Source: an optimization exercise on an open RTL-to-GDS flow (aim: small area, a short achievable clock period and few clock cycles per item). Production flows keep margins and buffers that such runs may drop. RTL that was checked went through simulation tests only; none was proved equivalent to the original.

==> run a: inputs <==
## raw_timing
module raw_timing (
    input  wire         clk,
    input  wire         rst,
    input  wire         start,
    input  wire [1:0]   op,
    input  wire [1:0]   fmt,
    input  wire [7:0]   acc,
    input  wire [127:0] dur,
    input  wire [15:0]  base_in,
    input  wire [15:0]  n_bits,
    input  wire [15:0]  n_ones,
    input  wire [15:0]  dl,
    output wire         ready,
    output reg          done,
    output reg  [2:0]   status,
    output reg  [15:0]  base,
    output wire [15:0]  len,
    output reg  [127:0] ticks
);
Settings: LEC_CHECK=0, CAP_MARGIN=20, CORE_MARGIN=2, CORE_UTILIZATION=40, SLEW_MARGIN=20; clock period 9.0 ns.
run.sh (not shown) runs the stock make flow with config.mk's settings and CLKGATE_MAP_FILE= SYNTH_SCRIPT=/design/flow/synth_recipe.tcl, a recipe that flattens the netlist after the stock synthesis.
==> run b (differences from run a) <==
--- a/flow/design.v
+++ b/flow/design.v
@@ -31,15 +31,15 @@
     input  wire [15:0]  base_in,
     input  wire [15:0]  n_bits,
     input  wire [15:0]  n_ones,
     input  wire [15:0]  dl,
     output wire         ready,
     output reg          done,
     output reg  [2:0]   status,
-    output reg  [15:0]  base,
+    output wire [15:0]  base,
     output wire [15:0]  len,
     output reg  [127:0] ticks
 );
     localparam OP_BASETIME = 2'd0;
     localparam OP_RENDER   = 2'd1;
     localparam OP_CONVERT  = 2'd2;
     localparam ST_OK          = 3'd0;
@@ -69,54 +69,62 @@
         end
     endgenerate
     reg  [15:0] A;               
     reg  [16:0] R;               
     reg  [16:0] D;               
     reg  [3:0]  cnt;             
     reg         mid;             
-    reg  [15:0] fl;              
+    reg  [16:0] fl;              
+    reg         xnz_n;           
     reg  [2:0]  gk;              
     reg  [2:0]  ti;              
     reg  [2:0]  rd;              
     reg  [15:0] Q;               
     reg         xnz;             
     reg         unrep;
     reg  [12:0] P;               
     reg         pov;
     reg  [12:0] L;               
     reg         lov;
     reg  [1:0]  q2_r;            
     reg  [1:0]  pw_r;            
     reg         pv_r, plast_r, pfresh_r, padd, first;
-    assign len = {3'b000, L};
-    function [4:0] bitlen16(input [15:0] x);
-        integer k;
+    assign len  = {3'b000, L};
+    assign base = A;             
+    function [3:0] msb16(input [15:0] x);
+        reg [7:0] y8;
+        reg [3:0] y4;
+        reg [1:0] y2;
+        reg a3, a2, a1;
         begin
-            bitlen16 = 5'd0;
-            for (k = 0; k < 16; k = k + 1)
-                if (x[k]) bitlen16 = k + 1;
+            a3 = |x[15:8];
+            y8 = a3 ? x[15:8] : x[7:0];
+            a2 = |y8[7:4];
+            y4 = a2 ? y8[7:4] : y8[3:0];
+            a1 = |y4[3:2];
+            y2 = a1 ? y4[3:2] : y4[1:0];
+            msb16 = {a3, a2, a1, y2[1]};
         end
     endfunction
     wire [16:0] r2;
     wire [1:0]  q2;
     rt_divider u_dig (.r(R), .d(D), .r2(r2), .q(q2));
-    wire        tick_mode = (state == S_TSET) || (state == S_TICK);
+    reg         tick_mode;       
     wire [15:0] pa = d[{rd[2:1], 1'b0}];
     wire [15:0] pb = d[{rd[2:1], 1'b1}];
     wire [15:0] xs = rd[0] ? pb : pa;
-    wire [15:0] xn = fl;          
-    wire [4:0]  blx = bitlen16(xn);
-    wire [4:0]  blr = bitlen16(R[15:0]);
-    wire [5:0]  bn  = tick_mode ? {1'b0, blx} + 6'd2 : {1'b0, blr} + 6'd1;
-    wire [5:0]  ba  = {1'b0, bitlen16(A)};
-    wire [5:0]  em1 = bn - ba - 6'd1;
-    wire [3:0]  cnt_n = (bn > ba) ? em1[4:1] : 4'd0;
+    wire [16:0] xn = fl;          
+    wire [4:0]  mx  = xn[16] ? 5'd16 : {1'b0, msb16(xn[15:0])};
+    wire [4:0]  mr  = {1'b0, msb16(R[15:0])};
+    wire [5:0]  df  = {1'b0, tick_mode ? mx : mr} - {2'b00, msb16(A)};
+    wire [3:0]  cnt_n = df[5] ? 4'd0 : df[4:1];
     wire [32:0] dsh = {17'd0, A} << {cnt_n, 1'b0};
     wire [16:0] d_al = dsh[16:0];
-    wire [16:0] xsum = {1'b0, xn} + {2'b00, A[15:1]};
+    wire [15:0] hb   = (state == S_GCD) ? R[15:0] : A;
+    wire [16:0] xpf  = {1'b0, xs} + {2'b00, hb[15:1]};
     wire [15:0] mcur = D[16:1];
     wire ab = (pa != 16'd0) && (pb == 16'd0 || pa < pb);
     wire am = (pa != 16'd0) && (mcur == 16'd0 || pa < mcur);
     wire bm = (pb != 16'd0) && (mcur == 16'd0 || pb < mcur);
     wire [15:0] mnew = (ab && am) ? pa : (!ab && bm) ? pb : mcur;
     wire [6:0]  hc   = Q[6:0];
     wire [8:0]  hm   = (D[16:15] == 2'd3) ? Q[15:7] : (D[16:15] == 2'd2) ? {1'b0, hc, 1'b0} :
@@ -127,78 +135,76 @@
                 hv5 = {1'b0, hv} - 11'd500, hv6 = {1'b0, hv} - 11'd600;
     wire        ge1 = ~hv1[10], ge2 = ~hv2[10], ge3 = ~hv3[10],
                 ge4 = ~hv4[10], ge5 = ~hv5[10], ge6 = ~hv6[10];
     wire [2:0]  hk   = {ge4, (ge2 & ~ge4) | ge6, (ge1 & ~ge2) | (ge3 & ~ge4) | (ge5 & ~ge6)};
     wire [6:0]  hr   = ge6 ? hv6[6:0] : ge5 ? hv5[6:0] : ge4 ? hv4[6:0] : ge3 ? hv3[6:0] :
                        ge2 ? hv2[6:0] : ge1 ? hv1[6:0] : hv[6:0];
     wire [13:0] fl_inc = fl[13:0] + 14'd1;
-    wire [15:0] fl4  = {hk[2] ? fl_inc : fl[13:0], hk[1:0]};
-    wire        hskip = (D[16:13] == 4'd0) && (P[6:0] == 7'd0) && (fl == 16'd0);
+    wire [16:0] fl4  = {1'b0, hk[2] ? fl_inc : fl[13:0], hk[1:0]};
+    wire        hskip = (D[16:13] == 4'd0) && (P[6:0] == 7'd0) && (fl[15:0] == 16'd0);
     wire [12:0] w    = (pw_r == 2'd0) ? 13'd1 : (pw_r == 2'd1) ? nz_r : ones_r;
     wire [15:0] pvv  = (pfresh_r ? 16'd0 : {1'b0, P, 2'b00}) + (q2_r[1] ? {2'b00, w, 1'b0} : 16'd0)
                                         + (q2_r[0] ? {3'b000, w} : 16'd0);
     wire        pvo  = (pov && !pfresh_r) || (pvv[15:13] != 3'd0);
     wire [13:0] lsum = {1'b0, L} + {1'b0, P};
     wire [14:0] thr  = {2'b00, dl_r, 3'b000} - {2'b00, L};    
     wire in_uses_acc = (op == OP_BASETIME) || (op == OP_CONVERT);
     wire in_uses_buf = (op == OP_RENDER) || (op == OP_CONVERT);
     wire in_illegal  = (op == 2'd3)
                     || (in_uses_acc && acc > 8'd100)
                     || (in_uses_buf && (dl > 16'd512 || n_bits > 16'd4096));
     wire in_allzero  = (dur == 128'd0);
+    wire in_01       = (dur[15:0] != 16'd0) && (dur[31:16] == 16'd0 || dur[15:0] < dur[31:16]);
+    wire [15:0] in_min01 = in_01 ? dur[15:0] : dur[31:16];
     wire [15:0] tq = {Q[13:0], q2};
     integer j;
     always @(posedge clk) begin
-        if (rst) begin
-            state   <= S_IDLE;
-            ready_r <= 1'b1;
-            done    <= 1'b0;
-            status  <= ST_OK;
-        end else begin
+        begin
             done <= 1'b0;
             if (pv_r) begin
                 P   <= pvv[12:0];
                 pov <= pvo;
             end
             if (padd) begin
                 L   <= lsum[12:0];
                 lov <= lov || pov || lsum[13];
             end
             pv_r <= 1'b0;
             padd <= pv_r && plast_r;
             case (state)
                 S_IDLE: if (start) begin
                     ticks  <= dur;
-                    conv   <= (op == OP_CONVERT);
+                    conv   <= (op != OP_BASETIME);
                     Q      <= {9'd0, 7'd100 - acc[6:0]};
                     nz_r   <= n_bits[12:0];
                     ones_r <= n_ones[12:0];
                     dl_r   <= dl[9:0];
-                    A      <= base_in;
-                    base   <= base_in;
+                    A      <= 16'd0;
+                    R      <= {1'b0, base_in};
                     D      <= 17'd1;
-                    fl     <= (op == OP_RENDER) ? dur[79:64] : 16'd0;
+                    fl     <= 17'd0;
                     P      <= 13'd0;
-                    gk     <= 3'd0;
+                    gk     <= (op == OP_RENDER) ? 3'd6 : 3'd0;
+                    tick_mode <= 1'b0;
                     mid    <= 1'b0;
-                    rd     <= (op == OP_RENDER) ? 3'd5 : 3'd0;
+                    rd     <= (op == OP_RENDER) ? 3'd4 : 3'd0;
                     pv_r   <= 1'b0;
                     padd   <= 1'b0;
                     if (in_illegal) begin
                         status <= ST_ILLEGAL;
                         done   <= 1'b1;
                     end else if (fmt[1]) begin
                         status <= ST_TIMING_UNS;
                         done   <= 1'b1;
                     end else if (op == OP_RENDER) begin
                         if (base_in == 16'd0) begin
                             status <= ST_TIMING_UNS;
                             done   <= 1'b1;
                         end else begin
-                            state   <= S_TSET;
+                            state   <= S_GCD;
                             ready_r <= 1'b0;
                         end
                     end else if (in_allzero) begin
                         status <= ST_TIMING_UNS;
                         done   <= 1'b1;
                     end else begin
                         state   <= S_MIN;
@@ -241,78 +247,80 @@
                         cnt <= cnt - 4'd1;
                         if (cnt == 4'd0) begin
                             A   <= r2[15:0];
                             D   <= r2;
                             R   <= {1'b0, A};
                             mid <= 1'b0;
                         end
-                    end else if (A <= fl) begin
+                    end else if (A <= fl[15:0]) begin
                         gk <= gk + 3'd1;
                         case (gk)
                             3'd0: begin
-                                base <= R[15:0];
+                                Q <= R[15:0];
                                 rd <= 3'd4;
                                 A <= pa; D <= {1'b0, pa}; R <= {1'b0, pb};
                             end
                             3'd1: begin
-                                A <= base; D <= {1'b0, base};
+                                A <= Q; D <= {1'b0, Q};
                             end
                             3'd2: begin
-                                base <= R[15:0];
+                                Q <= R[15:0];
                                 rd <= 3'd6;
                                 A <= pa; D <= {1'b0, pa}; R <= {1'b0, pb};
                             end
                             3'd3: begin
                                 rd <= 3'd4;
                                 L <= R[12:0]; P <= {R[15:13], 10'd0};
                                 A <= pa; D <= {1'b0, pa}; R <= {1'b0, pb};
                             end
                             3'd4: begin
                                 A <= {P[12:10], L}; D <= {1'b0, P[12:10], L};
                             end
                             3'd5: begin
-                                A <= base; D <= {1'b0, base};
+                                A <= Q; D <= {1'b0, Q};
                             end
                             default: begin
-                                base <= R[15:0];
                                 A    <= R[15:0];
-                                fl   <= pa;           
-                                rd   <= 3'd5;
+                                fl    <= xpf;          
+                                xnz_n <= (xs != 16'd0);
+                                rd    <= 3'd5;
                                 if (R[15:0] == 16'd0) begin
                                     status  <= ST_TIMING_UNS;
                                     done    <= 1'b1;
                                     ready_r <= 1'b1;
                                     state   <= S_IDLE;
                                 end else if (!conv) begin
                                     status  <= ST_OK;
                                     done    <= 1'b1;
                                     ready_r <= 1'b1;
                                     state   <= S_IDLE;
                                 end else begin
-                                    state <= S_TSET;
+                                    state     <= S_TSET;
+                                    tick_mode <= 1'b1;
                                 end
                             end
                         endcase
                     end else if (R < {1'b0, A, 2'b00}) begin
                         A <= r2[15:0];
                         D <= r2;
                         R <= {1'b0, A};
                     end else begin
                         D   <= d_al;
                         cnt <= cnt_n;
                         mid <= 1'b1;
                     end
                 end
                 S_TSET: begin
-                    R     <= xsum;
+                    R     <= xn;
                     D     <= d_al;
                     cnt   <= cnt_n;
                     Q     <= 16'd0;
-                    xnz   <= (xn != 16'd0);
-                    fl    <= xs;
+                    xnz   <= xnz_n;
+                    fl    <= xpf;
+                    xnz_n <= (xs != 16'd0);
                     rd    <= rd + 3'd1;
                     first <= 1'b1;
                     ti    <= 3'd4;
                     unrep <= 1'b0;
                     P     <= 13'd0;
                     pov   <= 1'b0;
                     L     <= 13'd0;
@@ -332,23 +340,25 @@
                     pfresh_r <= first;
                     first    <= (cnt == 4'd0);
                     if (cnt == 4'd0) begin
                         for (j = 0; j < 8; j = j + 1)
                             if (ti == j) ticks[16*j +: 16] <= tq;
                         if (xnz && tq == 16'd0) unrep <= 1'b1;
                         if (ti == 3'd3) begin
-                            state <= S_FIN1;
+                            state     <= S_FIN1;
+                            tick_mode <= 1'b0;
                         end else begin
                             ti  <= ti + 3'd1;
-                            R   <= xsum;
-                            D   <= d_al;
-                            cnt <= cnt_n;
-                            Q   <= 16'd0;
-                            xnz <= (xn != 16'd0);
-                            fl  <= xs;
+                            R     <= xn;
+                            D     <= d_al;
+                            cnt   <= cnt_n;
+                            Q     <= 16'd0;
+                            xnz   <= xnz_n;
+                            fl    <= xpf;
+                            xnz_n <= (xs != 16'd0);
                             rd  <= rd + 3'd1;
                         end
                     end
                 end
                 S_FIN1: state <= S_FIN2;
                 S_FIN2: begin
                     if (unrep)
@@ -360,9 +370,15 @@
                     done    <= 1'b1;
                     ready_r <= 1'b1;
                     state   <= S_IDLE;
                 end
                 default: state <= S_IDLE;
             endcase
         end
+        if (rst) begin
+            state   <= S_IDLE;
+            ready_r <= 1'b1;
+            done    <= 1'b0;
+            status  <= ST_OK;
+        end
     end
 endmodule
ABC_AREA = 1   (was not set)
SETUP_SLACK_MARGIN = 5.0   (was not set)
==> run c (differences from run a) <==
--- a/flow/design.v
+++ b/flow/design.v
@@ -31,15 +31,15 @@
     input  wire [15:0]  base_in,
     input  wire [15:0]  n_bits,
     input  wire [15:0]  n_ones,
     input  wire [15:0]  dl,
     output wire         ready,
     output reg          done,
     output reg  [2:0]   status,
-    output reg  [15:0]  base,
+    output wire [15:0]  base,
     output wire [15:0]  len,
     output reg  [127:0] ticks
 );
     localparam OP_BASETIME = 2'd0;
     localparam OP_RENDER   = 2'd1;
     localparam OP_CONVERT  = 2'd2;
     localparam ST_OK          = 3'd0;
@@ -69,54 +69,62 @@
         end
     endgenerate
     reg  [15:0] A;               
     reg  [16:0] R;               
     reg  [16:0] D;               
     reg  [3:0]  cnt;             
     reg         mid;             
-    reg  [15:0] fl;              
+    reg  [16:0] fl;              
+    reg         xnz_n;           
     reg  [2:0]  gk;              
     reg  [2:0]  ti;              
     reg  [2:0]  rd;              
     reg  [15:0] Q;               
     reg         xnz;             
     reg         unrep;
     reg  [12:0] P;               
     reg         pov;
     reg  [12:0] L;               
     reg         lov;
     reg  [1:0]  q2_r;            
     reg  [1:0]  pw_r;            
     reg         pv_r, plast_r, pfresh_r, padd, first;
-    assign len = {3'b000, L};
-    function [4:0] bitlen16(input [15:0] x);
-        integer k;
+    assign len  = {3'b000, L};
+    assign base = A;             
+    function [3:0] msb16(input [15:0] x);
+        reg [7:0] y8;
+        reg [3:0] y4;
+        reg [1:0] y2;
+        reg a3, a2, a1;
         begin
-            bitlen16 = 5'd0;
-            for (k = 0; k < 16; k = k + 1)
-                if (x[k]) bitlen16 = k + 1;
+            a3 = |x[15:8];
+            y8 = a3 ? x[15:8] : x[7:0];
+            a2 = |y8[7:4];
+            y4 = a2 ? y8[7:4] : y8[3:0];
+            a1 = |y4[3:2];
+            y2 = a1 ? y4[3:2] : y4[1:0];
+            msb16 = {a3, a2, a1, y2[1]};
         end
     endfunction
     wire [16:0] r2;
     wire [1:0]  q2;
     rt_divider u_dig (.r(R), .d(D), .r2(r2), .q(q2));
     wire        tick_mode = (state == S_TSET) || (state == S_TICK);
     wire [15:0] pa = d[{rd[2:1], 1'b0}];
     wire [15:0] pb = d[{rd[2:1], 1'b1}];
     wire [15:0] xs = rd[0] ? pb : pa;
-    wire [15:0] xn = fl;          
-    wire [4:0]  blx = bitlen16(xn);
-    wire [4:0]  blr = bitlen16(R[15:0]);
-    wire [5:0]  bn  = tick_mode ? {1'b0, blx} + 6'd2 : {1'b0, blr} + 6'd1;
-    wire [5:0]  ba  = {1'b0, bitlen16(A)};
-    wire [5:0]  em1 = bn - ba - 6'd1;
-    wire [3:0]  cnt_n = (bn > ba) ? em1[4:1] : 4'd0;
+    wire [16:0] xn = fl;          
+    wire [4:0]  mx  = xn[16] ? 5'd16 : {1'b0, msb16(xn[15:0])};
+    wire [4:0]  mr  = {1'b0, msb16(R[15:0])};
+    wire [5:0]  df  = {1'b0, tick_mode ? mx : mr} - {2'b00, msb16(A)};
+    wire [3:0]  cnt_n = df[5] ? 4'd0 : df[4:1];
     wire [32:0] dsh = {17'd0, A} << {cnt_n, 1'b0};
     wire [16:0] d_al = dsh[16:0];
-    wire [16:0] xsum = {1'b0, xn} + {2'b00, A[15:1]};
+    wire [15:0] hb   = (state == S_GCD) ? R[15:0] : A;
+    wire [16:0] xpf  = {1'b0, xs} + {2'b00, hb[15:1]};
     wire [15:0] mcur = D[16:1];
     wire ab = (pa != 16'd0) && (pb == 16'd0 || pa < pb);
     wire am = (pa != 16'd0) && (mcur == 16'd0 || pa < mcur);
     wire bm = (pb != 16'd0) && (mcur == 16'd0 || pb < mcur);
     wire [15:0] mnew = (ab && am) ? pa : (!ab && bm) ? pb : mcur;
     wire [6:0]  hc   = Q[6:0];
     wire [8:0]  hm   = (D[16:15] == 2'd3) ? Q[15:7] : (D[16:15] == 2'd2) ? {1'b0, hc, 1'b0} :
@@ -127,78 +135,75 @@
                 hv5 = {1'b0, hv} - 11'd500, hv6 = {1'b0, hv} - 11'd600;
     wire        ge1 = ~hv1[10], ge2 = ~hv2[10], ge3 = ~hv3[10],
                 ge4 = ~hv4[10], ge5 = ~hv5[10], ge6 = ~hv6[10];
     wire [2:0]  hk   = {ge4, (ge2 & ~ge4) | ge6, (ge1 & ~ge2) | (ge3 & ~ge4) | (ge5 & ~ge6)};
     wire [6:0]  hr   = ge6 ? hv6[6:0] : ge5 ? hv5[6:0] : ge4 ? hv4[6:0] : ge3 ? hv3[6:0] :
                        ge2 ? hv2[6:0] : ge1 ? hv1[6:0] : hv[6:0];
     wire [13:0] fl_inc = fl[13:0] + 14'd1;
-    wire [15:0] fl4  = {hk[2] ? fl_inc : fl[13:0], hk[1:0]};
-    wire        hskip = (D[16:13] == 4'd0) && (P[6:0] == 7'd0) && (fl == 16'd0);
+    wire [16:0] fl4  = {1'b0, hk[2] ? fl_inc : fl[13:0], hk[1:0]};
+    wire        hskip = (D[16:13] == 4'd0) && (P[6:0] == 7'd0) && (fl[15:0] == 16'd0);
     wire [12:0] w    = (pw_r == 2'd0) ? 13'd1 : (pw_r == 2'd1) ? nz_r : ones_r;
     wire [15:0] pvv  = (pfresh_r ? 16'd0 : {1'b0, P, 2'b00}) + (q2_r[1] ? {2'b00, w, 1'b0} : 16'd0)
                                         + (q2_r[0] ? {3'b000, w} : 16'd0);
     wire        pvo  = (pov && !pfresh_r) || (pvv[15:13] != 3'd0);
     wire [13:0] lsum = {1'b0, L} + {1'b0, P};
     wire [14:0] thr  = {2'b00, dl_r, 3'b000} - {2'b00, L};    
     wire in_uses_acc = (op == OP_BASETIME) || (op == OP_CONVERT);
     wire in_uses_buf = (op == OP_RENDER) || (op == OP_CONVERT);
     wire in_illegal  = (op == 2'd3)
                     || (in_uses_acc && acc > 8'd100)
                     || (in_uses_buf && (dl > 16'd512 || n_bits > 16'd4096));
     wire in_allzero  = (dur == 128'd0);
+    wire in_01       = (dur[15:0] != 16'd0) && (dur[31:16] == 16'd0 || dur[15:0] < dur[31:16]);
+    wire [15:0] in_min01 = in_01 ? dur[15:0] : dur[31:16];
     wire [15:0] tq = {Q[13:0], q2};
     integer j;
     always @(posedge clk) begin
-        if (rst) begin
-            state   <= S_IDLE;
-            ready_r <= 1'b1;
-            done    <= 1'b0;
-            status  <= ST_OK;
-        end else begin
+        begin
             done <= 1'b0;
             if (pv_r) begin
                 P   <= pvv[12:0];
                 pov <= pvo;
             end
             if (padd) begin
                 L   <= lsum[12:0];
                 lov <= lov || pov || lsum[13];
             end
             pv_r <= 1'b0;
             padd <= pv_r && plast_r;
             case (state)
                 S_IDLE: if (start) begin
                     ticks  <= dur;
-                    conv   <= (op == OP_CONVERT);
+                    conv   <= (op != OP_BASETIME);
                     Q      <= {9'd0, 7'd100 - acc[6:0]};
                     nz_r   <= n_bits[12:0];
                     ones_r <= n_ones[12:0];
                     dl_r   <= dl[9:0];
-                    A      <= base_in;
-                    base   <= base_in;
+                    A      <= 16'd0;
+                    R      <= {1'b0, base_in};
                     D      <= 17'd1;
-                    fl     <= (op == OP_RENDER) ? dur[79:64] : 16'd0;
+                    fl     <= 17'd0;
                     P      <= 13'd0;
-                    gk     <= 3'd0;
+                    gk     <= (op == OP_RENDER) ? 3'd6 : 3'd0;
                     mid    <= 1'b0;
-                    rd     <= (op == OP_RENDER) ? 3'd5 : 3'd0;
+                    rd     <= (op == OP_RENDER) ? 3'd4 : 3'd0;
                     pv_r   <= 1'b0;
                     padd   <= 1'b0;
                     if (in_illegal) begin
                         status <= ST_ILLEGAL;
                         done   <= 1'b1;
                     end else if (fmt[1]) begin
                         status <= ST_TIMING_UNS;
                         done   <= 1'b1;
                     end else if (op == OP_RENDER) begin
                         if (base_in == 16'd0) begin
                             status <= ST_TIMING_UNS;
                             done   <= 1'b1;
                         end else begin
-                            state   <= S_TSET;
+                            state   <= S_GCD;
                             ready_r <= 1'b0;
                         end
                     end else if (in_allzero) begin
                         status <= ST_TIMING_UNS;
                         done   <= 1'b1;
                     end else begin
                         state   <= S_MIN;
@@ -241,46 +246,46 @@
                         cnt <= cnt - 4'd1;
                         if (cnt == 4'd0) begin
                             A   <= r2[15:0];
                             D   <= r2;
                             R   <= {1'b0, A};
                             mid <= 1'b0;
                         end
-                    end else if (A <= fl) begin
+                    end else if (A <= fl[15:0]) begin
                         gk <= gk + 3'd1;
                         case (gk)
                             3'd0: begin
-                                base <= R[15:0];
+                                Q <= R[15:0];
                                 rd <= 3'd4;
                                 A <= pa; D <= {1'b0, pa}; R <= {1'b0, pb};
                             end
                             3'd1: begin
-                                A <= base; D <= {1'b0, base};
+                                A <= Q; D <= {1'b0, Q};
                             end
                             3'd2: begin
-                                base <= R[15:0];
+                                Q <= R[15:0];
                                 rd <= 3'd6;
                                 A <= pa; D <= {1'b0, pa}; R <= {1'b0, pb};
                             end
                             3'd3: begin
                                 rd <= 3'd4;
                                 L <= R[12:0]; P <= {R[15:13], 10'd0};
                                 A <= pa; D <= {1'b0, pa}; R <= {1'b0, pb};
                             end
                             3'd4: begin
                                 A <= {P[12:10], L}; D <= {1'b0, P[12:10], L};
                             end
                             3'd5: begin
-                                A <= base; D <= {1'b0, base};
+                                A <= Q; D <= {1'b0, Q};
                             end
                             default: begin
-                                base <= R[15:0];
                                 A    <= R[15:0];
-                                fl   <= pa;           
-                                rd   <= 3'd5;
+                                fl    <= xpf;          
+                                xnz_n <= (xs != 16'd0);
+                                rd    <= 3'd5;
                                 if (R[15:0] == 16'd0) begin
                                     status  <= ST_TIMING_UNS;
                                     done    <= 1'b1;
                                     ready_r <= 1'b1;
                                     state   <= S_IDLE;
                                 end else if (!conv) begin
                                     status  <= ST_OK;
@@ -299,20 +304,21 @@
                     end else begin
                         D   <= d_al;
                         cnt <= cnt_n;
                         mid <= 1'b1;
                     end
                 end
                 S_TSET: begin
-                    R     <= xsum;
+                    R     <= xn;
                     D     <= d_al;
                     cnt   <= cnt_n;
                     Q     <= 16'd0;
-                    xnz   <= (xn != 16'd0);
-                    fl    <= xs;
+                    xnz   <= xnz_n;
+                    fl    <= xpf;
+                    xnz_n <= (xs != 16'd0);
                     rd    <= rd + 3'd1;
                     first <= 1'b1;
                     ti    <= 3'd4;
                     unrep <= 1'b0;
                     P     <= 13'd0;
                     pov   <= 1'b0;
                     L     <= 13'd0;
@@ -335,20 +341,21 @@
                         for (j = 0; j < 8; j = j + 1)
                             if (ti == j) ticks[16*j +: 16] <= tq;
                         if (xnz && tq == 16'd0) unrep <= 1'b1;
                         if (ti == 3'd3) begin
                             state <= S_FIN1;
                         end else begin
                             ti  <= ti + 3'd1;
-                            R   <= xsum;
-                            D   <= d_al;
-                            cnt <= cnt_n;
-                            Q   <= 16'd0;
-                            xnz <= (xn != 16'd0);
-                            fl  <= xs;
+                            R     <= xn;
+                            D     <= d_al;
+                            cnt   <= cnt_n;
+                            Q     <= 16'd0;
+                            xnz   <= xnz_n;
+                            fl    <= xpf;
+                            xnz_n <= (xs != 16'd0);
                             rd  <= rd + 3'd1;
                         end
                     end
                 end
                 S_FIN1: state <= S_FIN2;
                 S_FIN2: begin
                     if (unrep)
@@ -360,9 +367,15 @@
                     done    <= 1'b1;
                     ready_r <= 1'b1;
                     state   <= S_IDLE;
                 end
                 default: state <= S_IDLE;
             endcase
         end
+        if (rst) begin
+            state   <= S_IDLE;
+            ready_r <= 1'b1;
+            done    <= 1'b0;
+            status  <= ST_OK;
+        end
     end
 endmodule
SETUP_SLACK_MARGIN = 5.0   (was not set)
==> results.json <==
{
  "r2r-end": "D[15]$_DFFE_PP_",
  "seq_area_frac_synth": 0.331,
  "cp.depth": 20,
  "wl_per_cell_um": 28.5,
  "grt_pass1_wl_mm": 187,
  "via_per_inst": 6.33,
  "status": "finished clean",
  "fp.dieW_um": 274,
  "fin_skew_ns": 0.0416,
  "rsz0062_at_grt": "false",
  "clkSinkCount": 324,
  "multi_input_cells": 2622,
  "worstReg2RegStart": "R[3]$_DFFE_PP_",
  "grtUsageMet1": 0.441,
  "fmax_ghz": 0.168
}
(the above is from run a)
==> results.json <==
{
  "grtUsageMet1": 0.475,
  "grt_pass1_wl_mm": 201,
  "multi_input_cells": 2963,
  "seq_area_frac_synth": 0.311,
  "cp.depth": 23,
  "status": "finished clean",
  "rsz0062_at_grt": "true",
  "clkSinkCount": 311
}
(the above is from run b)
==> results.json <==
{
  "status": "finished clean",
  "r2r-end": "A[13]$_DFFE_PP_",
  "grt_pass1_wl_mm": 199,
  "fp.dieW_um": 272,
  "wl_per_cell_um": 28.9,
  "cp.depth": 16,
  "clkSinkCount": 310,
  "fin_skew_ns": 0.0478,
  "multi_input_cells": 2617
}
(the above is from run c)
Testbench counts of run a, summed over its fixed seeds: cycles 154,635, ops 2,400.
Testbench counts of run b, summed over its fixed seeds: cycles 148,597, ops 2,400.
Function not checked in run c: the RTL went through the layout flow alone.

==> separate check: timing with driven ports <==
How much do the figures lean on ideal ports? The routed layouts below were timed once more, with nothing changed but the port constraints.
Step 1 (the two cells are an assumption about what drives the block):
set clk [get_ports {clk}]
set_driving_cell -lib_cell sky130_fd_sc_hd__clkbuf_16 $clk
set_driving_cell -lib_cell sky130_fd_sc_hd__buf_2 [delete_from_list [all_inputs] $clk]
Step 2 moves the port delays by t, midway between the first and last clock arrival at a register: inputs arrive t later, outputs are due t later. That takes back most of the time a late clock gives input paths.
Slacks: no drivers / after step 1 / after step 2; pairs: no drivers / after step 1.
| run | t (ns) | setup WS [ns] | worst register clock-pin slew, ns |
|---|---|---|---|
| run a | 0.653 | 3.047 / 3.047 / 3.047 | 0.06 / 0.06 |
| run b | 0.641 | 4.784 / 4.784 / 4.417 | 0.07 / 0.07 |
| run c | 0.647 | 4.375 / 4.375 / 4.325 | 0.07 / 0.07 |
After both steps every run listed still meets setup and hold. The setup slack of run b, which loses most, moves by 0.000 ns with the drivers and by -0.367 ns with both steps.
